What follows belongs to an exercise in optimizing a design on an open flow for small area, a short achievable clock period and few clock cycles; a production flow would make more cautious choices.
No run shown here included a check of the RTL's function; only the layout flow was run.
Power figures rest on the tool's default switching activity, not on a simulated workload.

===== flow/design.v =====
module dps_spi (
    input  wire       clk,
    input  wire       rst,
    input  wire       go,
    input  wire [7:0] tx_byte,
    input  wire       tx_dc,
    input  wire       tx_last,
    output wire       rdy,
    output wire       idle,
    output wire       act_o,
    output wire [3:0] idx,
    output reg        spi_cs_n,
    output reg        spi_dc,
    output reg        spi_sclk,
    output reg        spi_mosi
);
    reg       act;
    reg       lst;
    reg [6:0] sh;
    reg [2:0] bc;
    wire bdone = act & spi_sclk & (bc == 3'd0);
    assign rdy   = ~act | (bdone & ~lst);
    assign idle  = ~act & spi_cs_n;
    assign act_o = act;
    assign idx   = {~bc, spi_sclk};
    always @(posedge clk) begin
        if (rst) begin
            act      <= 1'b0;
            spi_cs_n <= 1'b1;
            spi_sclk <= 1'b0;
        end else if (go) begin
            act      <= 1'b1;
            spi_cs_n <= 1'b0;
            spi_sclk <= 1'b0;
        end else if (act) begin
            spi_sclk <= ~spi_sclk;
            if (bdone) begin
                act <= 1'b0;
                if (lst) spi_cs_n <= 1'b1;
            end
        end
    end
    always @(posedge clk) begin
        if (go) begin
            spi_mosi <= tx_byte[7];
            sh       <= tx_byte[6:0];
            bc       <= 3'd7;
            lst      <= tx_last;
            spi_dc   <= tx_dc;
        end else if (act & spi_sclk) begin
            spi_mosi <= sh[6];
            sh       <= {sh[5:0], 1'b0};
            bc       <= bc - 3'd1;
        end
    end
endmodule
module dps_init_rom (
    input  wire [8:0] idx,
    output reg  [8:0] entry,
    output reg  [3:0] knext
);
    always @(*) begin
        case (idx)
            9'd192: entry = {1'b0, 8'h11};
            9'd304: entry = {1'b0, 8'h3A};
            9'd305: entry = {1'b1, 8'h05};
            9'd306: entry = {1'b0, 8'hB0};
            9'd307: entry = {1'b1, 8'h00};
            9'd308: entry = {1'b1, 8'hE8};
            9'd309: entry = {1'b0, 8'hB2};
            9'd310: entry = {1'b1, 8'h0C};
            9'd311: entry = {1'b1, 8'h0C};
            9'd312: entry = {1'b1, 8'h00};
            9'd313: entry = {1'b1, 8'h33};
            9'd314: entry = {1'b1, 8'h33};
            9'd315: entry = {1'b0, 8'hB7};
            9'd316: entry = {1'b1, 8'h35};
            9'd317: entry = {1'b0, 8'hBB};
            9'd318: entry = {1'b1, 8'h35};
            9'd319: entry = {1'b0, 8'hC0};
            9'd320: entry = {1'b1, 8'h2C};
            9'd321: entry = {1'b0, 8'hC2};
            9'd322: entry = {1'b1, 8'h01};
            9'd323: entry = {1'b0, 8'hC3};
            9'd324: entry = {1'b1, 8'h13};
            9'd325: entry = {1'b0, 8'hC4};
            9'd326: entry = {1'b1, 8'h20};
            9'd327: entry = {1'b0, 8'hC6};
            9'd328: entry = {1'b1, 8'h0F};
            9'd329: entry = {1'b0, 8'hD0};
            9'd330: entry = {1'b1, 8'hA4};
            9'd331: entry = {1'b1, 8'hA1};
            9'd332: entry = {1'b0, 8'hD6};
            9'd333: entry = {1'b1, 8'hA1};
            9'd334: entry = {1'b0, 8'hE0};
            9'd335: entry = {1'b1, 8'hF0};
            9'd336: entry = {1'b1, 8'h00};
            9'd337: entry = {1'b1, 8'h04};
            9'd338: entry = {1'b1, 8'h04};
            9'd339: entry = {1'b1, 8'h04};
            9'd340: entry = {1'b1, 8'h05};
            9'd341: entry = {1'b1, 8'h29};
            9'd342: entry = {1'b1, 8'h33};
            9'd343: entry = {1'b1, 8'h3E};
            9'd344: entry = {1'b1, 8'h38};
            9'd345: entry = {1'b1, 8'h12};
            9'd346: entry = {1'b1, 8'h12};
            9'd347: entry = {1'b1, 8'h28};
            9'd348: entry = {1'b1, 8'h30};
            9'd349: entry = {1'b0, 8'hE1};
            9'd350: entry = {1'b1, 8'hF0};
            9'd351: entry = {1'b1, 8'h07};
            9'd352: entry = {1'b1, 8'h0A};
            9'd353: entry = {1'b1, 8'h0D};
            9'd354: entry = {1'b1, 8'h0B};
            9'd355: entry = {1'b1, 8'h07};
            9'd356: entry = {1'b1, 8'h28};
            9'd357: entry = {1'b1, 8'h33};
            9'd358: entry = {1'b1, 8'h3E};
            9'd359: entry = {1'b1, 8'h36};
            9'd360: entry = {1'b1, 8'h14};
            9'd361: entry = {1'b1, 8'h14};
            9'd362: entry = {1'b1, 8'h29};
            9'd363: entry = {1'b1, 8'h32};
            9'd364: entry = {1'b0, 8'h36};
            9'd365: entry = {1'b1, 8'h20};
            9'd366: entry = {1'b0, 8'h21};
            9'd414: entry = {1'b0, 8'h29};
            9'd448: entry = {1'b0, 8'h2A};
            9'd449: entry = {1'b1, 8'h00};
            9'd450: entry = {1'b1, 8'h00};
            9'd451: entry = {1'b1, 8'h00};
            9'd452: entry = {1'b1, 8'h00};
            9'd453: entry = {1'b0, 8'h2B};
            9'd454: entry = {1'b1, 8'h00};
            9'd455: entry = {1'b1, 8'h00};
            9'd456: entry = {1'b1, 8'h00};
            9'd457: entry = {1'b1, 8'h00};
            9'd458: entry = {1'b0, 8'h2C};
            9'd464: entry = {1'b0, 8'h36};
            9'd465: entry = {1'b1, 8'h20};
            9'd470: entry = {1'b1, 8'h00};
            9'd479: entry = {1'b1, 8'h00};
            9'd480: entry = {1'b1, 8'h00};
            default: entry = 9'h000;
        endcase
    end
    always @(*) begin
        case (idx)
            9'd63: knext = 4'd8;
            9'd191: knext = 4'd1;
            9'd303: knext = 4'd1;
            9'd304: knext = 4'd1;
            9'd305: knext = 4'd1;
            9'd306: knext = 4'd1;
            9'd307: knext = 4'd1;
            9'd308: knext = 4'd1;
            9'd309: knext = 4'd1;
            9'd310: knext = 4'd1;
            9'd311: knext = 4'd1;
            9'd312: knext = 4'd1;
            9'd313: knext = 4'd1;
            9'd314: knext = 4'd1;
            9'd315: knext = 4'd1;
            9'd316: knext = 4'd1;
            9'd317: knext = 4'd1;
            9'd318: knext = 4'd1;
            9'd319: knext = 4'd1;
            9'd320: knext = 4'd1;
            9'd321: knext = 4'd1;
            9'd322: knext = 4'd1;
            9'd323: knext = 4'd1;
            9'd324: knext = 4'd1;
            9'd325: knext = 4'd1;
            9'd326: knext = 4'd1;
            9'd327: knext = 4'd1;
            9'd328: knext = 4'd1;
            9'd329: knext = 4'd1;
            9'd330: knext = 4'd1;
            9'd331: knext = 4'd1;
            9'd332: knext = 4'd1;
            9'd333: knext = 4'd1;
            9'd334: knext = 4'd1;
            9'd335: knext = 4'd1;
            9'd336: knext = 4'd1;
            9'd337: knext = 4'd1;
            9'd338: knext = 4'd1;
            9'd339: knext = 4'd1;
            9'd340: knext = 4'd1;
            9'd341: knext = 4'd1;
            9'd342: knext = 4'd1;
            9'd343: knext = 4'd1;
            9'd344: knext = 4'd1;
            9'd345: knext = 4'd1;
            9'd346: knext = 4'd1;
            9'd347: knext = 4'd1;
            9'd348: knext = 4'd1;
            9'd349: knext = 4'd1;
            9'd350: knext = 4'd1;
            9'd351: knext = 4'd1;
            9'd352: knext = 4'd1;
            9'd353: knext = 4'd1;
            9'd354: knext = 4'd1;
            9'd355: knext = 4'd1;
            9'd356: knext = 4'd1;
            9'd357: knext = 4'd1;
            9'd358: knext = 4'd1;
            9'd359: knext = 4'd1;
            9'd360: knext = 4'd1;
            9'd361: knext = 4'd1;
            9'd362: knext = 4'd1;
            9'd363: knext = 4'd1;
            9'd364: knext = 4'd2;
            9'd365: knext = 4'd1;
            9'd413: knext = 4'd1;
            9'd414: knext = 4'd11;
            9'd447: knext = 4'd1;
            9'd448: knext = 4'd12;
            9'd449: knext = 4'd3;
            9'd450: knext = 4'd3;
            9'd451: knext = 4'd3;
            9'd452: knext = 4'd1;
            9'd453: knext = 4'd3;
            9'd454: knext = 4'd3;
            9'd455: knext = 4'd3;
            9'd456: knext = 4'd3;
            9'd457: knext = 4'd13;
            9'd458: knext = 4'd10;
            9'd463: knext = 4'd1;
            9'd464: knext = 4'd2;
            9'd465: knext = 4'd9;
            9'd467: knext = 4'd5;
            9'd468: knext = 4'd9;
            9'd469: knext = 4'd5;
            9'd470: knext = 4'd9;
            9'd471: knext = 4'd6;
            9'd472: knext = 4'd6;
            9'd473: knext = 4'd6;
            9'd474: knext = 4'd6;
            9'd475: knext = 4'd6;
            9'd476: knext = 4'd6;
            9'd477: knext = 4'd6;
            9'd478: knext = 4'd4;
            9'd479: knext = 4'd5;
            9'd480: knext = 4'd9;
            default: knext = 4'd0;
        endcase
    end
endmodule
module dps_top (
    input  wire       clk,
    input  wire       rst,
    input  wire       in_valid,
    input  wire [7:0] in_data,
    output wire       in_ready,
    input  wire       bus_ok,
    output wire       rsp_valid,
    output wire [7:0] rsp_data,
    input  wire       rsp_ready,
    output wire       spi_cs_n,
    output wire       spi_dc,
    output wire       spi_sclk,
    output wire       spi_mosi,
    output reg        lcd_rst_n,
    output reg  [9:0] bl_duty,
    output reg        bl_pwm,
    output reg        diag,
    output reg  [4:0] faults,
    output reg        idle
);
    localparam ST_OP = 3'd0, ST_ARG = 3'd1, ST_PROG = 3'd2, ST_STRM = 3'd3,
               ST_RSP = 3'd4;
    localparam O_INIT = 3'd0, O_ORI = 3'd1, O_WIN = 3'd2, O_STR = 3'd3,
               O_BRI = 3'd4, O_D16 = 3'd5;
    localparam K_NOP = 4'd0, K_TXC = 4'd1, K_TXM = 4'd2, K_TXR = 4'd3,
               K_TXRH = 4'd4, K_TXI = 4'd5, K_ROT = 4'd6, K_RSTA = 4'd7,
               K_RSTD = 4'd8, K_END = 4'd9, K_ENDW = 4'd10, K_ENDI = 4'd11,
               K_TXRA = 4'd12, K_TXCB = 4'd13;
    localparam [8:0] P_INIT = 9'd0, P_WIN = 9'd448, P_ORI = 9'd464,
                     P_CMD = 9'd468, P_D8 = 9'd470, P_D16 = 9'd472;
    localparam R_HOLD = 3'd0, R_SHIN = 3'd1, R_ROT = 3'd2, R_PHA = 3'd3,
               R_PHB = 3'd4, R_MUL = 3'd5, R_DEC = 3'd6, R_DUTY = 3'd7;
    reg  [7:0]  ib;           
    reg         ibv;
    reg         in_rdy;
    reg  [2:0]  st;
    reg  [2:0]  opq;
    reg         raw;
    reg  [8:0]  S;            
    reg  [3:0]  rk;           
    reg  [63:0] R;
    reg         ready, orient, primed;
    reg         bok;          
    reg         ord;          
    reg         eq;           
    reg         hf;           
    reg         is1;          
    reg         bapp;         
    reg         c1, c2, c3, c4, c5, c6;    
    reg         rspv, r0, r6, rac;
    reg  [1:0]  rj;           
    reg  [9:0]  cn;           
    assign in_ready  = in_rdy;
    assign rsp_valid = rspv;
    assign rsp_data  = {rac, r6, rac, 1'b0, rac, rac, 1'b0, r0};
    wire take = in_valid & in_rdy;
    wire [8:0] rom;
    wire [3:0] knext;
    dps_init_rom u_rom (.idx(S), .entry(rom), .knext(knext));
    wire       rdc   = rom[8];
    wire [7:0] rbyte = rom[7:0];
    reg        tx_valid, tx_dc, tx_last;
    reg  [7:0] tx_byte;
    wire       spi_rdy, spi_idle, spi_act;
    wire [3:0] bidx;
    wire       go = tx_valid & spi_rdy;
    dps_spi u_spi (
        .clk(clk), .rst(rst), .go(go), .tx_byte(tx_byte), .tx_dc(tx_dc),
        .tx_last(tx_last), .rdy(spi_rdy), .idle(spi_idle), .act_o(spi_act),
        .idx(bidx), .spi_cs_n(spi_cs_n), .spi_dc(spi_dc),
        .spi_sclk(spi_sclk), .spi_mosi(spi_mosi)
    );
    wire in_prog = (st == ST_PROG);
    wire phA = in_prog & spi_act & (rk == K_TXRA);    
    wire phB = in_prog & spi_act & (rk == K_TXCB);    
    wire phM = in_prog & spi_act & (rk == K_ENDW);    
    wire i0  = (bidx == 4'd0);
    wire i15 = (bidx == 4'd15);
    wire ta = R[48], tb = R[32], tc = R[16], td = R[0];
    wire k34  = (bidx == 4'd1) | (bidx == 4'd5);
    wire k319 = (bidx <= 4'd5) | (bidx == 4'd8);
    wire k171 = (bidx == 4'd0) | (bidx == 4'd1) | (bidx == 4'd3) |
                (bidx == 4'd5) | (bidx == 4'd7);
    wire kw = orient ? k171 : k319;    
    wire kh = orient ? k319 : k171;    
    wire c1i = i0 | c1, c2i = i0 | c2, c3i = i0 | c3, c4i = i0 | c4;
    wire c5i = ~i0 & c5, c6i = ~i0 & c6;
    wire sa = ta ^ i15, sb = tb ^ i15, sc = tc ^ i15, sd = td ^ i15;
    wire xo_o = (sc & ~sa) | (sc & c1i) | (~sa & c1i);      
    wire yo_o = (sd & ~sb) | (sd & c2i) | (~sb & c2i);      
    wire xw_o = (kw & ~tc) | (kw & c3i) | (~tc & c3i);      
    wire yh_o = (kh & ~td) | (kh & c4i) | (~td & c4i);      
    wire tp = orient ? ta : tb, tq = orient ? tc : td;
    wire t1 = tp ^ k34 ^ c5i, t2 = tq ^ k34 ^ c6i;          
    wire c5o = (tp & k34) | (tp & c5i) | (k34 & c5i);
    wire c6o = (tq & k34) | (tq & c6i) | (k34 & c6i);
    wire range_ok = xo_o & yo_o & xw_o & yh_o & ~ta & ~tb;
    wire bu   = tb ^ ~ta ^ c1i;
    wire cu_o = (tb & ~ta) | (tb & c1i) | (~ta & c1i);
    wire bw   = (bu ^ c2i) & ord;
    wire cw_o = bu & c2i;
    wire w16  = cw_o & ord;
    wire bv   = td ^ ~tc ^ c3i;
    wire cv_o = (td & ~tc) | (td & c3i) | (~tc & c3i);
    wire [17:0] msum = {1'b0, R[31], R[63:48]} +
                       (R[32] ? {1'b0, R[16], R[15:0]} : 18'd0);
    wire hi_zero = (R[31:2] == 30'd0);
    wire s_last  = is1 & (raw | hf);
    wire [7:0] cm     = raw ? R[62:55] : R[63:56];
    wire       cfirst = (S[2:0] == 3'd4);
    wire       ctop   = ~R[31] & (~raw | ~R[63]);
    wire       ceq    = (cfirst ? ctop : eq) & (cm == ib);
    wire       nzero  = |{R[23:0], ib};
    wire       nis1   = ({R[23:0], ib[7:1]} == 31'd0) & ib[0];
    wire       bgt = ib > 8'd100;
    wire [9:0] bnd = (ib == 8'd100) ? 10'd1023 : ({3'b000, ib[6:0]} * 10'd10);
    function [2:0] rspd(input [1:0] j, input o);
        reg [1:0] jj;
        begin
            jj   = j ^ {o, 1'b0};
            rspd = {jj == 2'd3, jj == 2'd1, jj == 2'd0};
        end
    endfunction
    wire ib_slow = (ib == 8'h01) | (ib == 8'h07) | (ib == 8'h10) | (ib == 8'h11);
    reg  [2:0] st_n, opq_n, rop;
    reg  [8:0] S_n;
    reg  [3:0] rk_n;
    reg        raw_n, ready_n, orient_n, primed_n, ord_n, eq_n, hf_n, lcd_n;
    reg        is1_n, bapp_n;
    reg        diag_n, rspv_n, cons, bset, adv;
    reg  [4:0] faults_n;
    reg  [2:0] rd_n;
    reg  [1:0] rj_n;
    reg        c1_n, c2_n, c3_n, c4_n, c5_n, c6_n;
    always @(*) begin
        st_n = st; opq_n = opq; raw_n = raw; S_n = S; rk_n = rk;
        ready_n = ready; orient_n = orient; primed_n = primed;
        ord_n = ord; eq_n = eq; hf_n = hf; lcd_n = lcd_rst_n;
        is1_n = is1; bapp_n = 1'b0;
        faults_n = faults; diag_n = 1'b0;
        rspv_n = rspv; rd_n = {rac, r6, r0}; rj_n = rj;
        c1_n = c1; c2_n = c2; c3_n = c3; c4_n = c4; c5_n = c5; c6_n = c6;
        cons = 1'b0; bset = 1'b0; adv = 1'b0; rop = R_HOLD;
        tx_valid = 1'b0; tx_byte = rbyte; tx_dc = rdc; tx_last = 1'b1;
        case (st)
            ST_OP: if (ibv) begin
                cons = 1'b1;
                case (ib)
                    8'h01: begin opq_n = O_INIT; S_n = 9'd7; st_n = ST_ARG; end
                    8'h02: begin opq_n = O_ORI;  S_n = 9'd7; st_n = ST_ARG; end
                    8'h03: begin opq_n = O_WIN;  S_n = 9'd0; st_n = ST_ARG; end
                    8'h04, 8'h05: begin
                        opq_n = O_STR; raw_n = ib[0]; S_n = 9'd4; st_n = ST_ARG;
                    end
                    8'h06: begin opq_n = O_BRI;  S_n = 9'd7; st_n = ST_ARG; end
                    8'h07: begin
                        st_n = ST_RSP; rj_n = 2'd0; rspv_n = 1'b1;
                        rd_n = rspd(2'd0, orient);
                    end
                    8'h10: begin
                        st_n = ST_PROG; S_n = P_CMD; rk_n = K_TXI; primed_n = 1'b0;
                    end
                    8'h11: begin
                        st_n = ST_PROG; S_n = P_D8; rk_n = K_TXI; primed_n = 1'b0;
                    end
                    8'h12: begin
                        opq_n = O_D16; S_n = 9'd7; st_n = ST_ARG; primed_n = 1'b0;
                    end
                    default: faults_n[0] = 1'b1;
                endcase
            end
            ST_ARG: if (ibv) begin
                cons = (opq != O_INIT);
                S_n  = S + 9'd1;
                if (opq == O_WIN || opq == O_STR || opq == O_D16) rop = R_SHIN;
                if (opq == O_STR) eq_n = ceq;
                if (S[2:0] == 3'd7) begin
                    case (opq)
                        O_INIT: begin
                            primed_n = 1'b0;
                            if (bok) begin
                                st_n = ST_PROG; S_n = P_INIT; rk_n = K_RSTA;
                            end else begin
                                cons = 1'b1;
                                ready_n = 1'b0; st_n = ST_RSP; rj_n = 2'd3;
                                rspv_n = 1'b1; rd_n = 3'b000;
                            end
                        end
                        O_ORI: begin
                            if (ib > 8'd1) begin
                                faults_n[0] = 1'b1; st_n = ST_OP;
                            end else begin
                                if (!ready) faults_n[1] = 1'b1;
                                orient_n = ib[0]; primed_n = 1'b0;
                                st_n = ST_PROG; S_n = P_ORI; rk_n = K_TXC;
                            end
                        end
                        O_WIN: begin
                            if (!ready) faults_n[1] = 1'b1;
                            primed_n = 1'b1;
                            st_n = ST_PROG; S_n = P_WIN; rk_n = K_TXC;
                        end
                        O_STR: begin
                            if (!ready) faults_n[1] = 1'b1;
                            if (!primed) faults_n[3] = 1'b1;
                            else if (!ceq) faults_n[4] = 1'b1;
                            primed_n = 1'b0; hf_n = 1'b0; is1_n = nis1;
                            st_n = nzero ? ST_STRM : ST_OP;
                        end
                        O_BRI: begin
                            if (!ready) faults_n[1] = 1'b1;
                            bset = 1'b1; st_n = ST_OP;
                        end
                        default: begin
                            st_n = ST_PROG; S_n = P_D16; rk_n = K_ROT;
                        end
                    endcase
                end
            end
            ST_PROG: begin
                case (rk)
                    K_NOP: adv = 1'b1;
                    K_TXC, K_TXM, K_TXCB: begin
                        tx_valid = 1'b1;
                        if (rk == K_TXM) tx_byte = {orient, rbyte[6:0]};
                        if (go) adv = 1'b1;
                    end
                    K_TXR, K_TXRA, K_TXRH: begin
                        tx_valid = (rk != K_TXRH) | ibv;
                        tx_byte  = R[63:56];
                        tx_last  = (rk != K_TXRH);
                        if (go) begin adv = 1'b1; rop = R_ROT; end
                    end
                    K_TXI: begin
                        tx_valid = ibv; tx_byte = ib;
                        if (go) begin adv = 1'b1; cons = 1'b1; end
                    end
                    K_ROT: begin rop = R_ROT; adv = 1'b1; end
                    K_RSTA, K_RSTD: if (spi_idle) begin
                        lcd_n = (rk == K_RSTD); adv = 1'b1;
                    end
                    K_ENDW: if (spi_act & i15) st_n = ST_OP;
                    K_ENDI: begin
                        ready_n = 1'b1; bset = 1'b1; cons = 1'b1;
                        st_n = ST_RSP; rj_n = 2'd3; rspv_n = 1'b1; rd_n = 3'b001;
                    end
                    default: st_n = ST_OP;
                endcase
                if (adv) begin S_n = S + 9'd1; rk_n = knext; end
                if (phA) begin
                    rop = R_PHA;
                    c1_n = xo_o; c2_n = yo_o; c3_n = xw_o; c4_n = yh_o;
                    c5_n = c5o; c6_n = c6o;
                    if (i15) begin
                        if (!range_ok) faults_n[2] = 1'b1;
                        ord_n = xo_o & yo_o;
                    end
                end
                if (phB) begin
                    rop = R_PHB; c1_n = cu_o; c2_n = cw_o; c3_n = cv_o;
                end
                if (phM) rop = R_MUL;
            end
            ST_STRM: begin
                tx_valid = ibv; tx_byte = ib; tx_dc = 1'b1; tx_last = s_last;
                if (go) begin
                    cons = 1'b1;
                    if (raw | hf) begin
                        rop = R_DEC;
                        is1_n = hi_zero & R[1] & ~R[0];
                    end
                    hf_n = ~hf & ~raw;
                    if (s_last) st_n = ST_OP;
                end
            end
            default: if (rsp_ready) begin    
                if (rj == 2'd3) begin
                    rspv_n = 1'b0; st_n = ST_OP;
                end else begin
                    rj_n = rj + 2'd1; rd_n = rspd(rj + 2'd1, orient);
                end
            end
        endcase
        if (bset) begin
            rop = R_DUTY;
            bapp_n = ~bgt;
            diag_n = bgt;
        end
    end
    wire ibv_n = take | (ibv & ~cons);
    wire fast_n = ((st == ST_OP) & ~(ibv & ib_slow)) |
                  ((st == ST_ARG) & ~((S[2:0] == 3'd7) & (ibv | (opq == O_INIT)))) |
                  (in_prog & (((rk == K_ENDW) & spi_act & i15) | (rk == K_END))) |
                  ((st == ST_STRM) & go & s_last);
    always @(posedge clk) begin
        if (take) ib <= in_data;
        bok <= bus_ok;
        if (rst) begin
            ibv <= 1'b0; in_rdy <= 1'b0; st <= ST_OP;
            ready <= 1'b0; orient <= 1'b0; primed <= 1'b0;
            lcd_rst_n <= 1'b1; faults <= 5'd0; diag <= 1'b0;
            rspv <= 1'b0; idle <= 1'b0; bapp <= 1'b0;
            bl_duty <= 10'd0; bl_pwm <= 1'b0; cn <= 10'd1;
        end else begin
            ibv <= ibv_n;
            in_rdy <= ~ibv_n | fast_n;
            st <= st_n;
            ready <= ready_n; orient <= orient_n; primed <= primed_n;
            lcd_rst_n <= lcd_n; faults <= faults_n; diag <= diag_n;
            rspv <= rspv_n; bapp <= bapp_n;
            idle <= (st == ST_OP) & ~ibv & spi_idle & ~bapp & ~take;
            if (bapp) begin
                bl_duty <= R[25:16];
                bl_pwm  <= cn < R[25:16];
            end else begin
                bl_pwm  <= cn < bl_duty;
            end
            cn <= cn + 10'd1;
        end
        opq <= opq_n; raw <= raw_n; S <= S_n; rk <= rk_n;
        ord <= ord_n; eq <= eq_n; hf <= hf_n; is1 <= is1_n;
        {rac, r6, r0} <= rd_n; rj <= rj_n;
        c1 <= c1_n; c2 <= c2_n; c3 <= c3_n; c4 <= c4_n; c5 <= c5_n; c6 <= c6_n;
    end
    always @(posedge clk) begin
        case (rop)
            R_SHIN: R <= {R[55:0], ib};
            R_ROT:  R <= {R[55:0], R[63:56]};
            R_PHA:  R <= {orient ? tb : ta, R[63:49], orient ? td : tc, R[47:33],
                          t1, R[31:17], t2, R[15:1]};
            R_PHB:  R <= {bw, R[63:49], bv, R[47:33],
                          i15 ? {w16, R[31:18], w16} : {R[16], R[31:17]},
                          bw, R[15:1]};
            R_MUL:  R <= {msum[16:0], R[47:33], msum[17], R[30:0]};
            R_DEC:  R <= {R[63:32], R[31:0] - 32'd1};
            R_DUTY: R[25:16] <= bnd;
            default: ;
        endcase
    end
endmodule

===== flow/run.sh =====
#!/bin/bash
# synth_recipe.tcl (not shown) runs the flow's synth.tcl, then flattens the netlist and writes it again
# the make line also repeats each setting of config.mk as NAME=value (left out here)
make -C /OpenROAD-flow-scripts/flow DESIGN_CONFIG=/design/flow/config.mk WORK_HOME=/design/flow/orfs CLKGATE_MAP_FILE= SYNTH_SCRIPT=/design/flow/synth_recipe.tcl finish

===== flow/config.mk =====
export PLATFORM = sky130hd
export DESIGN_NAME = dps_top
export DESIGN_NICKNAME = dps_top
export VERILOG_FILES = /design/flow/design.v
export SDC_FILE = /design/flow/constraint.sdc
export NUM_CORES = 4
export LEC_CHECK = 0
export ABC_CLOCK_PERIOD_IN_PS = 2500
export CAP_MARGIN = 20
export CORE_MARGIN = 2
export CORE_UTILIZATION = 60
export GPL_TIMING_DRIVEN = 1
export PLACE_DENSITY = 0.7
export SETUP_SLACK_MARGIN = 5
export SLEW_MARGIN = 20

===== flow/constraint.sdc =====
create_clock -name core_clock -period 11.0 [get_ports {clk}]
set_input_delay 2.2000 -clock core_clock [delete_from_list [all_inputs] [get_ports {clk}]]
set_output_delay 2.2000 -clock core_clock [all_outputs]
set_load 0.01 [all_outputs]

==> results.ini, run 1 <==
[cts]
cts_setup_buffers = 0
h-tree-depth = 4
cts_resized = 0
clockRootBuffer = clkbuf_16
cts_made_buffers = 17
cts_tree = built
clk_pin_slew_ps = 60
clk_path_buf_depth = 2
numClockSinks = 160
clk_latency_ps = 440
postCtsHoldBufs = 0

[floorplanning]
die_w_um = 148
row_count = 52
core-area_um2 = 20200
num_io_pins = 46
initial_core_util_pct = 61.3
die_y_um = 148
dieArea_um2 = 21800

[drt]
drtIter0Drc = 1811
drc = 0
ant_nets = 0
vias = 11900
viasPerCell = 6.89
drt-total-wl_um = 38100
wire_per_inst_um = 22.1
first_pass_iters = 6

[power]
seqPwrFrac_pct = 52.5
p_switching_mw = 0.293
peakVddDrop_v = 0.000111
p_comb_share_pct = 3.9
clockPowerShare_pct = 43.6
power.leakage_nw = 4.84
powerDensity_nw_per_um2 = 93.1
p_sw_share_pct = 23.5
p_int_mw = 0.955
p_total_mw = 1.25

[sta]
fmax_mhz = 245
tightest_slew_ps = 1120
whs_ps = 468
finalMaxSlewViolations = 0
maxSlewHeadroom_pct = 23.3
finalSetupViolCount = 0
hold_viol = 0
final.setup_skew_ps = 15.2
setup_ws_ps = 6920
setup_tns_ps = 0
fin_crit_sh_pct = 37.1
rsz0062_at_grt = false
period_needed_ps = 4080

[setup_path]
worstPathMaxFanout = 18
slowest_stage = a2111oi_0
startpoint_type = register
critPathKind = reg -> reg
slowest_delay_ps = 1070
crit_family = compound AO/OA/AOI/OAI gates
path_cells = nand2b_1 > o21ai_0 > o211ai_1 > o2bb2ai_1 > buf_4 > clkinv_1 > a2111oi_0 > nor2_1 > o31a_1
critPathCaptureType = register
worstPathArrival_ps = 4250
cp_num_buf_inv = 2
critPathRequiredTime_ps = 11170

[status]
status = complete, no violations

[global_route]
grt_busiest_layer = met1
grt_pass1_vias = 10700
grt_max_degree = 50
grt_pass1_wl_um = 60000
use_met3_pct = 6.51
met1_usage_pct = 53.0
track_usage_pct = 34.8
overflow = 0
met2_usage_pct = 50.3
antenna_found_initial = 0

[min_path]
hold_class = reg -> reg

[yosys]
ys_async_sr_fraction_pct = 0
yosysSeqAreaShare_pct = 35.0
synthDistinctLibCells = 84
syn_inst = 1467
synth_area_um2 = 12400
synth_seq_cells = 160
synth_edf_count = 114
syn_avg_cell_area_um2 = 8.45
yosys_warnings = 3
synth_ff_type = edfxtp_1

[place]
place.detailed.hpwl_um = 27800
io_buffers = 43
pre_cts_ws_ps = 7210
finalWeightedCongestion = 0.983

[final_layout]
fill_cells = 1720
area_growth_pct = 8.14
drive_gt1_share_pct = 4.61
fin_nets = 1515
antennaDiodeCount = 0
fin_util_pct = 66.2

[run]
maxCapViolCount = 0

## worst paths after layout
path | slack (ps) | start | to | cells past startpoint
max | 6920 | rk[1]$_DFFE_PP_ | rk[0]$_DFFE_PP_ | 9
max reg2reg | 6920 | rk[1]$_DFFE_PP_ | rk[0]$_DFFE_PP_ | 9
min reg2reg | 470 | faults[0]$_SDFFE_PP0P_ | faults[0]$_SDFFE_PP0P_ | 2
min | 470 | faults[0]$_SDFFE_PP0P_ | faults[0]$_SDFFE_PP0P_ | 2
## logic make-up after synthesis
family	after synthesis	synth area share, %
buffers and inverters	167	5.45
xor gates and xnor gates	69	4.88
DFF	160	35.0
AOI/OAI and AO/OA	407	22.4
other	1	0.0303
and+or+nand+nor	566	22.7
muxes	34	2.76
adders and majority gates	63	6.70
## worst reg2reg max path: stages, from the launching register on
cell and delay (ps):
edfxtp_1 680, nand2b_1 420, o21ai_0 250, o211ai_1 360, o2bb2ai_1 170, buf_4 250, clkinv_1 310, a2111oi_0 1070
nor2_1 110, o31a_1 200
## final cells by class
| cell class | count | area, um^2 | share of cell area, % |
|---|---|---|---|
| clock buffer | 19 | 433 | 3.23 |
| sequential | 160 | 4340 | 32.4 |
| tap | 270 | 338 | 2.52 |
| clock inverter | 12 | 86.3 | 0.644 |
| multi-input combinational | 1141 | 7430 | 55.4 |
| inverter | 63 | 236 | 1.76 |
| timing repair buffer | 57 | 536 | 4.00 |
## flip-flops by register name, summed over array words and instances (netlist names), 2 cells and up
signal / flops
rk: 4
bl_duty: 10
u_spi.bc: 3
ib: 8
cn: 10
R: 64
u_spi.sh: 7
opq: 3
st: 3
faults: 5
S: 9
rj: 2
## per-stage QoR
step / cells / cell area (um^2)
global route: 1722 / 13400
floorplan: 1468 / 12400
detailed placement: 1691 / 12900
finish: 1722 / 13400
CTS: 1722 / 13400
global placement: 1691 / 12900
## power groups by stage
| stage | logic, mW | registers [mW] | clock network [mW] |
|---|---|---|---|
| after CTS | 0.0487 | 0.654 | 0.546 |
| final | 0.0491 | 0.655 | 0.544 |
| after detailed placement | 0.0483 | 0.668 | 0 |
| after floorplan | 0.0366 | 0.661 | 0 |
| after global placement | 0.0474 | 0.668 | 0 |
| after global routing | 0.0555 | 0.655 | 0.568 |
## metal layers
| metal | vias up | part of all wire (%) |
|---|---|---|
| met3 | 95 | 12 |
| met4 | 0 | 2.5 |
| met5 | - | 0 |
| met1 | 5564 | 43 |
| met2 | 811 | 43 |
| li1 | 5395 | - |
## placed cells by master (no fill, tap or decap), drive strengths merged, types with 33 or more instances in the layout
cell type      netlist  layout
dfxtp               46      46
edfxtp             114     114
ha                  56      56
mux2i               33      33
xnor2               48      48
nand2              136     136
clkdlybuf4s50        0      43
nor2               163     163
nand3               38      38
o21ai               91      91
a21oi               83      83
inv                 62      65
nor3                47      47
## cells in the mapped netlist (6+ instances only)
| master | n | area [um^2] |
|---|---|---|
| a31oi_1 | 18 | 113 |
| dfxtp_1 | 46 | 921 |
| a311oi_1 | 7 | 61.3 |
| a22o_1 | 14 | 123 |
| xnor2_1 | 48 | 420 |
| nand4_1 | 13 | 81.3 |
| inv_1 | 62 | 233 |
| o22ai_1 | 12 | 75.1 |
| nand3_1 | 38 | 190 |
| buf_1 | 12 | 45.0 |
| o221ai_1 | 7 | 61.3 |
| mux2i_1 | 33 | 330 |
| a221oi_1 | 10 | 87.6 |
| xor2_1 | 21 | 184 |
| o21bai_1 | 8 | 60.1 |
| nor2b_1 | 26 | 163 |
| nor3b_1 | 8 | 60.1 |
| o21ai_0 | 89 | 445 |
| o211ai_1 | 17 | 128 |
| or2_2 | 7 | 43.8 |
| a211oi_1 | 11 | 82.6 |
| o21a_1 | 8 | 60.1 |
| a21o_1 | 16 | 120 |
| or3_1 | 13 | 81.3 |
| a22oi_1 | 21 | 158 |
| a2111oi_0 | 6 | 52.6 |
| nand2_1 | 136 | 510 |
| a21oi_1 | 83 | 415 |
| o31ai_1 | 6 | 45.0 |
| clkbuf_1 | 79 | 297 |
| nand2b_1 | 24 | 150 |
| buf_4 | 8 | 60.1 |
| and3_1 | 12 | 75.1 |
| a32oi_1 | 6 | 52.6 |
| nor2_1 | 162 | 608 |
| ha_1 | 56 | 701 |
| a221o_1 | 19 | 190 |
| nor3_1 | 47 | 235 |
| nor4_1 | 20 | 125 |
| fa_1 | 6 | 120 |
| edfxtp_1 | 114 | 3420 |
| and2_1 | 22 | 138 |
==> inputs of run 2 (changes only) <==
==> flow/flow/run.sh (new file) <==
#!/bin/bash
# Standard layout; timing repair aims for setup slack of at least MARGIN ns
# at the design's clock period, so that it works on the design's real
# critical paths. Each step's full output goes to its own log file here.
set -euo pipefail
MARGIN=7.5
bash standard.sh synth > synth.log 2>&1
bash standard.sh SETUP_SLACK_MARGIN=$MARGIN finish > layout.log 2>&1
==> flow/standard.sh (new file) <==
#!/bin/bash
# synth_recipe.tcl (not shown) runs the flow's synth.tcl, then flattens the netlist and writes it again
# the make line also repeats each setting of config.mk as NAME=value (left out here)
make -C /OpenROAD-flow-scripts/flow DESIGN_CONFIG=/design/flow/config.mk WORK_HOME=/design/flow/orfs CLKGATE_MAP_FILE= SYNTH_SCRIPT=/design/flow/synth_recipe.tcl "${@:-finish}"
--- a/flow/config.mk
+++ b/flow/config.mk
@@ -12,4 +12,3 @@
 export GPL_TIMING_DRIVEN = 1
 export PLACE_DENSITY = 0.7
-export SETUP_SLACK_MARGIN = 5
 export SLEW_MARGIN = 20
removed: flow/run.sh
==> run 2 against run 1 <==
  * Register-to-register slack better by 660 ps
  * First-iteration DRC count up 0.88%
  * Cell area grew 1.3%
  * Clock power grew 6.2%
  * Sequential power hardly changed
  * Global-route usage is 0.44 points higher
  * Critical path depth decreased by 8
  * Largest cell class unchanged
  * Largest power group unchanged
==> results.ini, run 2 <==
[final_layout]
drive_gt1_share_pct = 6.83
largest_register_ffs = 64
final_common_cell = nor2_1
regMostFlops = R
stdcell_area_um2 = 13600
most-common-layout-cells = nor2_1, nand2_1, edfxtp_1
fill_cells = 1691
area_growth_pct = 9.53
fin_nets = 1526
antennaDiodeCount = 0
reg_top3 = R (64), bl_duty (10), cn (10)

[status]
status = complete, no violations

[place]
io_buffers = 43
finalWeightedCongestion = 1.00
place.detailed.hpwl_um = 27900
dpl_cell_area_um2 = 12900

[setup_path]
crit_family = buffers and inverters
slowest_stage = clkdlybuf4s50_1
startpoint_type = register
path_cells = clkdlybuf4s50_1
worstPathMaxFanout = 1
slowest_delay_ps = 520
worstPathArrival_ps = 1270
cp_num_buf_inv = 1
critPathCaptureType = output pin
critPathRequiredTime_ps = 8800
critPathKind = reg -> out

[drt]
vias = 11900
ant_nets = 0
drt-total-wl_um = 38700
drtIter0Drc = 1827
viasPerCell = 6.88
first_pass_iters = 8
drc = 0
wire_per_inst_um = 22.3

[floorplanning]
dieArea_um2 = 21800
core-area_um2 = 20200
initial_core_util_pct = 61.3
row_count = 52
die_w_um = 148
die_y_um = 148
num_io_pins = 46

[power]
p_int_mw = 0.974
power.leakage_nw = 5.07
clockPowerShare_pct = 45.1
p_sw_share_pct = 23.9
peakVddDrop_v = 0.0000956
p_comb_share_pct = 3.8
powerDensity_nw_per_um2 = 94.3
p_switching_mw = 0.307
seqPwrFrac_pct = 51.1

[cts]
clk_path_buf_depth = 2
postCtsHoldBufs = 0
clk_pin_slew_ps = 70
numClockSinks = 160
cts_made_buffers = 17
h-tree-depth = 4
clockRootBuffer = clkbuf_16
cts_tree = built
clk_latency_ps = 440

[sta]
hold_viol = 0
finalSetupViolCount = 0
fin_crit_sh_pct = 31.5
fmax_mhz = 289
finalMaxSlewViolations = 0
period_needed_ps = 3470
maxSlewHeadroom_pct = 38.2
final.setup_skew_ps = 12.0
setup_tns_ps = 0
rsz0062_at_grt = false
tightest_slew_ps = 926

[global_route]
grt_pass1_wl_um = 60800
grt_pass1_vias = 10700
antenna_found_initial = 0
overflow = 0
track_usage_pct = 35.3
grt_max_degree = 50

[yosys]
synth_seq_cells = 160
syn_avg_cell_area_um2 = 8.45
synthDistinctLibCells = 84
synth.most_common_cell = nor2_1
syn_inst = 1467
netlist.top_cell.by_area = edfxtp_1
synth_edf_count = 114
yosys-top-cells-count = nor2_1, nand2_1, edfxtp_1
ys_top_cells_by_area = edfxtp_1, dfxtp_1, ha_1
synth_top_area_share_pct = 27.6
synth_area_um2 = 12400
yosys_warnings = 3
yosysSeqAreaShare_pct = 35.0
ys_async_sr_fraction_pct = 0
synth_ff_type = edfxtp_1

[min_path]
hold_class = reg -> reg

[run]
maxCapViolCount = 0

[run 2: cell count changes in the layout (fill, tap and decap cells not counted), sizes merged]
cell and change:
clkinv -5, dlymetal6s2s +3, clkdlybuf4s50 -31, inv +3, clkinvlp +1, dlygate4sd2 +27, clkbuf +2, buf +12
[run 2: worst paths after layout]
check / start / end / slack [ps] / cells past startpoint
setup / recovery: u_spi.spi_dc$_SDFFCE_PP1N_ / spi_dc / 7530 / 1
hold / removal: cn[0]$_SDFF_PP1_ / cn[0]$_SDFF_PP1_ / 460 / 1
setup reg to reg: R[16]$_DFFE_PP_ / R[31]$_DFFE_PP_ / 7580 / 7
hold reg to reg: cn[0]$_SDFF_PP1_ / cn[0]$_SDFF_PP1_ / 460 / 1
[run 2: what timing repair did]
action	in CTS	in global routing
pin swaps	0	1
buffers inserted	1	12
resized for setup	36	15
setup endpoints to repair	128	121
[run 2: final cells by class]
cell class / count / area, um^2 / area share, %
multi-input cells: 1141 / 7500 / 55.3
flip-flops and latches: 160 / 4350 / 32.0
repair buffers: 68 / 587 / 4.32
clock buffers: 21 / 462 / 3.40
well taps: 270 / 338 / 2.49
inverters: 63 / 240 / 1.77
clock inverters: 11 / 93.8 / 0.691
[run 2: power by group through the flow]
stage	Clock, mW	Sequential [mW]	Combinational (mW)
2_1_floorplan	0	0.661	0.0366
3_3_place_gp	0	0.668	0.0471
3_5_place_dp	0	0.668	0.0480
4_1_cts	0.577	0.654	0.0476
5_1_grt	0.601	0.655	0.0540
6_report	0.578	0.654	0.0483
[run 2: kinds of logic (layout without fill, tap and decap cells)]
family,Yosys count,count (layout),synth area share (%)
adders and majority gates,63,63,6.70
muxes,34,34,2.76
other,1,2,0.0303
AOI/OAI and AO/OA,407,407,22.4
DFF,160,160,35.0
and+or+nand+nor,566,566,22.7
xor gates and xnor gates,69,69,4.88
buffers and inverters,167,163,5.45
[run 2: through the flow]
step	util (%)	setup slack (ps)	total power [mW]	cells	hold slack, ps
detailed placement	63.5	7220	0.716	1689	453
CTS	66.2	7350	1.28	1722	469
finish	67.1	7530	1.28	1734	459
global route	67.1	7510	1.31	1734	499
floorplan	-	7570	0.698	1468	403
global placement	63.5	6890	0.715	1689	450
[run 2: routing by layer]
| layer | global-route usage, % | up-vias | share of wire (%) |
|---|---|---|---|
| met2 | 51.8 | 818 | 43 |
| met3 | 6.79 | 91 | 12 |
| li1 | - | 5410 | - |
| met5 | 0 | - | 0 |
| met4 | 9.04 | 0 | 2.2 |
| met1 | 53.4 | 5615 | 43 |
==> inputs of run 3 (changes only) <==
--- a/flow/flow/run.sh
+++ b/flow/flow/run.sh
@@ -4,5 +4,5 @@
 # critical paths. Each step's full output goes to its own log file here.
 set -euo pipefail
-MARGIN=7.5
+MARGIN=8.5
 bash standard.sh synth > synth.log 2>&1
 bash standard.sh SETUP_SLACK_MARGIN=$MARGIN finish > layout.log 2>&1
==> run 3 against run 2 <==
  * Critical endpoint is now rsp_data[3]
  * Synthesized cell count unchanged
  * Clock power fell by 2%
  * Global-route usage grew 3.6 points
  * Critical path type unchanged
  * Still clean
  * Combinational power is 54% higher
  * Die area did not move
  * Largest cell class unchanged
  * Sequential power is essentially flat
  * Final cell count rose by 11%
==> results.ini, run 3 <==
[power]
seqPwrFrac_pct = 50.3
p_switching_mw = 0.323
clockPowerShare_pct = 44.0
power.leakage_nw = 6.35
powerDensity_nw_per_um2 = 77.3
p_total_mw = 1.29
p_sw_share_pct = 25.0
p_int_mw = 0.971
p_comb_share_pct = 5.7
peakVddDrop_v = 0.000116

[floorplanning]
dieArea_um2 = 21800
die_w_um = 148
die_y_um = 148
num_io_pins = 46
initial_core_util_pct = 61.3
row_count = 52
core-area_um2 = 20200

[global_route]
track_usage_pct = 38.9
overflow = 0
grt_pass1_wl_um = 66500
grt_max_degree = 50
antenna_found_initial = 1
grt_pass1_vias = 11900

[yosys]
synthDistinctLibCells = 84
synth_area_um2 = 12400
yosysSeqAreaShare_pct = 35.0
yosys_warnings = 3
ys_async_sr_fraction_pct = 0
synth-simple-area-share_pct = 22.7
synth_ff_type = edfxtp_1
synth_top_family_by_area = simple AND/OR/NAND/NOR gates
synth_edf_count = 114
syn_inst = 1467
synth.most_common_cell = nor2_1
synth_xor_xnor_area_share_pct = 4.88
synth_adder_area_share_pct = 6.70
yosys-top-cells-count = nor2_1, nand2_1, edfxtp_1
netlist.top_cell.by_area = edfxtp_1
syn_avg_cell_area_um2 = 8.45
synth-compound-area-share_pct = 22.4
synth_top_area_share_pct = 27.6
ys_top_cells_by_area = edfxtp_1, dfxtp_1, ha_1
synth_seq_cells = 160
synth_mux_area_share_pct = 2.76

[final_layout]
drive_gt1_share_pct = 32.0
fin_cells = 1932
fill_cells = 1191
most-common-layout-cells = buf_4, nor2_1, nand2_1
largest_register_ffs = 64
reg_top3 = R (64), bl_duty (10), cn (10)
final_common_cell = buf_4
fin_nets = 1723
area_growth_pct = 35.1
regMostFlops = R

[setup_path]
critPathRequiredTime_ps = 8800
crit_family = flip-flops
slowest_stage = edfxtp_1
startpoint_type = register
cp.depth = 1
slowest_delay_ps = 410
ff2ff_path_depth = 7
worstPathArrival_ps = 1020
cp_num_buf_inv = 1
path_cells = buf_2
critPathCaptureType = output pin
critPathKind = reg -> out
worstPathMaxFanout = 4

[drt]
vias = 13900
viasPerCell = 7.17
first_pass_iters = 12
wire_per_inst_um = 24.7
ant_nets = 0
drt-total-wl_um = 47600
drc = 0
drtIter0Drc = 2399

[min_path]
hold_path_depth = 2
hold_class = reg -> reg

[sta]
finalMaxSlewViolations = 0
tightest_slew_ps = 814
setup_tns_ps = 0
fin_crit_sh_pct = 29.3
hold_viol = 0
fmax_mhz = 311
rsz0062_at_grt = true
period_needed_ps = 3220
finalSetupViolCount = 0
final.setup_skew_ps = 11.2
maxSlewHeadroom_pct = 45.5

[cts]
clk_pin_slew_ps = 70
cts_made_buffers = 17
h-tree-depth = 4
numClockSinks = 160
clk_latency_ps = 450
clockRootBuffer = clkbuf_16
cts_tree = built
clk_path_buf_depth = 2
postCtsHoldBufs = 0

[place]
finalWeightedCongestion = 0.975
io_buffers = 43
dp_cells = 1689
place.detailed.hpwl_um = 27400

[status]
status = complete, no violations

[run]
maxCapViolCount = 0

run 3: cell counts after synthesis:
No cell type changed its count.
run 3: kinds of logic (layout without fill, tap and decap cells):
family          Yosys count  in the layout
simple gates            566            567
xor+xnor                 69             69
fa+ha+maj                63             63
other cells               1              3
mux                      34             34
compound gates          407            408
buf+inv                 167            358
flops                   160            160
run 3: repair_timing:
action                                  CTS  global route
endpoints found under the setup margin  253           196
pin swaps                                73            80
setup buffers                           125            77
cloned                                    4             4
resized for setup                       321           122
run 3: final timing paths:
kind | slack (ps) | from | to
setup / recovery | 7780 | rac$_DFFE_PP_ | rsp_data[3]
hold / removal | 480 | ready$_SDFFE_PP0P_ | ready$_SDFFE_PP0P_
setup reg to reg | 7910 | R[16]$_DFFE_PP_ | R[25]$_DFFE_PP_
hold reg to reg | 480 | ready$_SDFFE_PP0P_ | ready$_SDFFE_PP0P_
run 3: metal layers:
metal  global-route usage, %  wire length, um  vias up  share of wire, %
li1                        -                -     5833                 -
met1                    56.1            17500     6368                37
met2                    57.9            20500     1340                43
met3                    8.86             7040      311                15
met4                    13.1             2560        0               5.4
met5                       0                0        -                 0
run 3: per-stage QoR:
stage                     util (%)  worst slack (ps)  cell area (um^2)  hold slack [ps]
after CTS                     76.6              7760             15500              480
after global routing          82.7              7740             16700              493
after floorplan                  -              8040             12900              429
after detailed placement      65.4              7250             13200              465
final                         82.7              7780             16700              482
after global placement        65.4              7330             13200              463
run 3: power groups by stage:
stage | sequential (mW) | clock (mW) | combinational (mW)
6_report | 0.651 | 0.569 | 0.0744
3_5_place_dp | 0.667 | 0 | 0.0519
5_1_grt | 0.651 | 0.589 | 0.0794
4_1_cts | 0.651 | 0.560 | 0.0652
3_3_place_gp | 0.667 | 0 | 0.0509
2_1_floorplan | 0.662 | 0 | 0.0423
run 3: final cells by class:
type	instances	area [um^2]	share of cell area, %
Timing Repair Buffer	263	2420	14.4
Sequential cell	160	4400	26.3
Antenna cell	1	2.50	0.0149
Inverter	63	273	1.63
Tap cell	270	338	2.02
Clock buffer	18	429	2.56
Multi-Input combinational cell	1143	8780	52.4
Clock inverter	14	105	0.628
==> inputs of run 4 (changes only) <==
==> flow/flow/run.sh (replaced) <==
#!/bin/bash
# Standard layout; timing repair aims for setup slack of at least MARGIN ns
# at the design's clock period, so that it works on the design's real
# critical paths, and may resize cells across footprints. Each step's full
# output goes to its own log file here.
set -euo pipefail
MARGIN=8.5
bash standard.sh synth > synth.log 2>&1
bash standard.sh SETUP_SLACK_MARGIN=$MARGIN MATCH_CELL_FOOTPRINT=0 \
    "BUFFER_PORTS_ARGS=-buffer_cell sky130_fd_sc_hd__buf_2" finish > layout.log 2>&1
==> run 4 against run 3 <==
  * Still clean on timing, DRC and antenna
  * Area after synthesis stayed put
  * Utilization up 0.20 points
  * Worst hold slack lost 13 ps
  * Worst setup slack improved by 10 ps
  * Maximum frequency up 0.31%
  * Combinational power is 3.8% lower
  * Wire length increased by 5.5%
  * Critical path type unchanged
==> results.ini, run 4 <==
[drt]
wire_per_inst_um = 26.2
ant_nets = 0
first_pass_iters = 9
drt-total-wl_um = 50200
viasPerCell = 7.23
drtIter0Drc = 2518
drc = 0
vias = 13900

[status]
status = complete, no violations

[run]
maxCapViolCount = 0

[final_layout]
reg_top3 = R (64), bl_duty (10), cn (10)
drive_gt1_share_pct = 31.9
antennaDiodeCount = 0
most-common-layout-cells = buf_4, nor2_1, nand2_1
fin_cells = 1920
largest_register_ffs = 64
area_growth_pct = 35.4
regMostFlops = R
final_common_cell = buf_4
fin_nets = 1712

[cts]
clk_pin_slew_ps = 80
clk_latency_ps = 450
clk_path_buf_depth = 2
clockRootBuffer = clkbuf_16
h-tree-depth = 4
numClockSinks = 160
cts_tree = built
cts_made_buffers = 17

[yosys]
yosys-top-cells-count = nor2_1, nand2_1, edfxtp_1
syn_avg_cell_area_um2 = 8.45
ys_async_sr_fraction_pct = 0
synth_edf_count = 114
syn_inst = 1467
ys_top_cells_by_area = edfxtp_1, dfxtp_1, ha_1
synth_seq_cells = 160
synth_area_um2 = 12400
netlist.top_cell.by_area = edfxtp_1
synthDistinctLibCells = 84
synth_top_area_share_pct = 27.6
yosysSeqAreaShare_pct = 35.0
synth.most_common_cell = nor2_1
synth_ff_type = edfxtp_1
yosys_warnings = 3

[sta]
finalSetupViolCount = 0
tightest_slew_ps = 823
period_needed_ps = 3210
fin_crit_sh_pct = 29.2
maxSlewHeadroom_pct = 45.1
hold_viol = 0
fmax_mhz = 311
rsz0062_at_grt = true
whs_ps = 469
setup_ws_ps = 7790
finalMaxSlewViolations = 0
setup_tns_ps = 0
final.setup_skew_ps = 13.8

[global_route]
grt_busiest_layer = met2
track_usage_pct = 40.6
grt_max_degree = 50
use_met3_pct = 9.51
met2_usage_pct = 61.4
antenna_found_initial = 0
grt_pass1_vias = 12200
grt_pass1_wl_um = 69300
overflow = 0
met1_usage_pct = 56.4

[power]
clockPowerShare_pct = 48.8
seqPwrFrac_pct = 46.1
p_switching_mw = 0.344
peakVddDrop_v = 0.000112
p_int_mw = 1.06
p_comb_share_pct = 5.1
power.leakage_nw = 6.36
powerDensity_nw_per_um2 = 83.8
p_sw_share_pct = 24.5

[setup_path]
startpoint_type = register
worstPathArrival_ps = 1010
crit_family = flip-flops
worstPathMaxFanout = 4
path_cells = buf_2
slowest_delay_ps = 400
slowest_stage = edfxtp_1
critPathRequiredTime_ps = 8800
critPathKind = reg -> out
cp_num_buf_inv = 1
critPathCaptureType = output pin

[place]
place.detailed.hpwl_um = 28300
finalWeightedCongestion = 0.995
io_buffers = 43
dp_cells = 1690
pre_cts_ws_ps = 7400

[floorplanning]
num_io_pins = 46
core-area_um2 = 20200
die_w_um = 148
row_count = 52
die_y_um = 148
dieArea_um2 = 21800
initial_core_util_pct = 61.3

[min_path]
hold_class = reg -> reg

==> run 4: changes by cell type in the layout (fill, tap and decap cells not counted), moves of 4 or more <==
cell             change
buf_6                +7
a221oi_2             +5
dfxtp_2              -4
buf_2               +10
buf_4               -22
clkdlybuf4s50_1      -9
nand3_2              -5
a221oi_1             -5
bufinv_16            +4
clkbuf_16            +5
==> run 4: worst paths after layout <==
path	startpoint	endpoint	slack, ps	depth (start not counted)
hold / removal	cn[0]$_SDFF_PP1_	cn[0]$_SDFF_PP1_	470	1
setup reg to reg	R[10]$_DFFE_PP_	R[31]$_DFFE_PP_	7940	7
hold reg to reg	cn[0]$_SDFF_PP1_	cn[0]$_SDFF_PP1_	470	1
setup / recovery	rac$_DFFE_PP_	rsp_data[2]	7790	1
==> run 4: kinds of logic after synthesis <==
family | after synthesis | synth area share, %
simple gates | 566 | 22.7
compound gates | 407 | 22.4
buf+inv | 167 | 5.45
flops | 160 | 35.0
xor+xnor | 69 | 4.88
fa+ha+maj | 63 | 6.70
mux | 34 | 2.76
other cells | 1 | 0.0303
==> run 4: what timing repair did <==
item | 4_1_cts | 5_1_grt
cloned | 4 | 7
resized for setup | 183 | 155
hold buffers | 0 | 0
endpoints found under the setup margin | 243 | 173
setup buffers | 132 | 55
pin swaps | 62 | 92
==> run 4: per-stage QoR <==
stage	util [%]	total power [mW]	instance area [um^2]
floorplan	-	0.702	12900
global placement	64.2	0.715	13000
detailed placement	64.2	0.716	13000
CTS	76.7	1.39	15500
global route	82.9	1.42	16800
finish	82.9	1.41	16800
==> run 4: area by class of cell <==
class / count / area (um^2)
multi-input cells: 1144 / 8780
flip-flops and latches: 160 / 4400
fillers: 1136 / 3450
repair buffers: 251 / 2330
clock buffers: 18 / 429
well taps: 270 / 338
inverters: 63 / 280
clock inverters: 14 / 220
==> run 4: power groups by stage <==
stage	Clock (mW)	Combinational (mW)	Sequential, mW
2_1_floorplan	0	0.0407	0.661
3_3_place_gp	0	0.0477	0.667
3_5_place_dp	0	0.0488	0.667
4_1_cts	0.673	0.0640	0.649
5_1_grt	0.699	0.0756	0.649
6_report	0.687	0.0716	0.649
==> run 4: routing by layer <==
metal	part of all wire [%]	up-vias
met2	44	1336
met4	6.3	0
li1	-	5812
met1	36	6364
met5	0	-
met3	14	368

## what the ideal ports hide
The flow's constraints put no driver on any port. The routed layouts listed below were extracted and timed again, unchanged, in two steps. Step 1, drivers: a clkbuf_16 drives clk and a buf_2 each remaining input, both assumed. Step 2 also shifts input and output timing later by t, the mid clock arrival at the registers, as if the neighbouring blocks saw the same clock. Three values: no drivers, after step 1, after step 2; two values: the first two.
| run | t, ns | setup WS [ns] | worst setup path after step 2 |
|---|---|---|---|
| run 1 | 0.480 | 6.917 / 6.917 / 6.917 | register to register |
| run 2 | 0.481 | 7.534 / 7.487 / 7.177 | input to register |
| run 3 | 0.500 | 7.779 / 7.727 / 7.724 | input to register |
| run 4 | 0.493 | 7.790 / 7.742 / 7.701 | input to register |
After both steps every run listed still meets setup and hold. For run 2, which loses most, drivers alone change the setup slack by -0.047 ns; drivers and shift together by -0.357 ns.
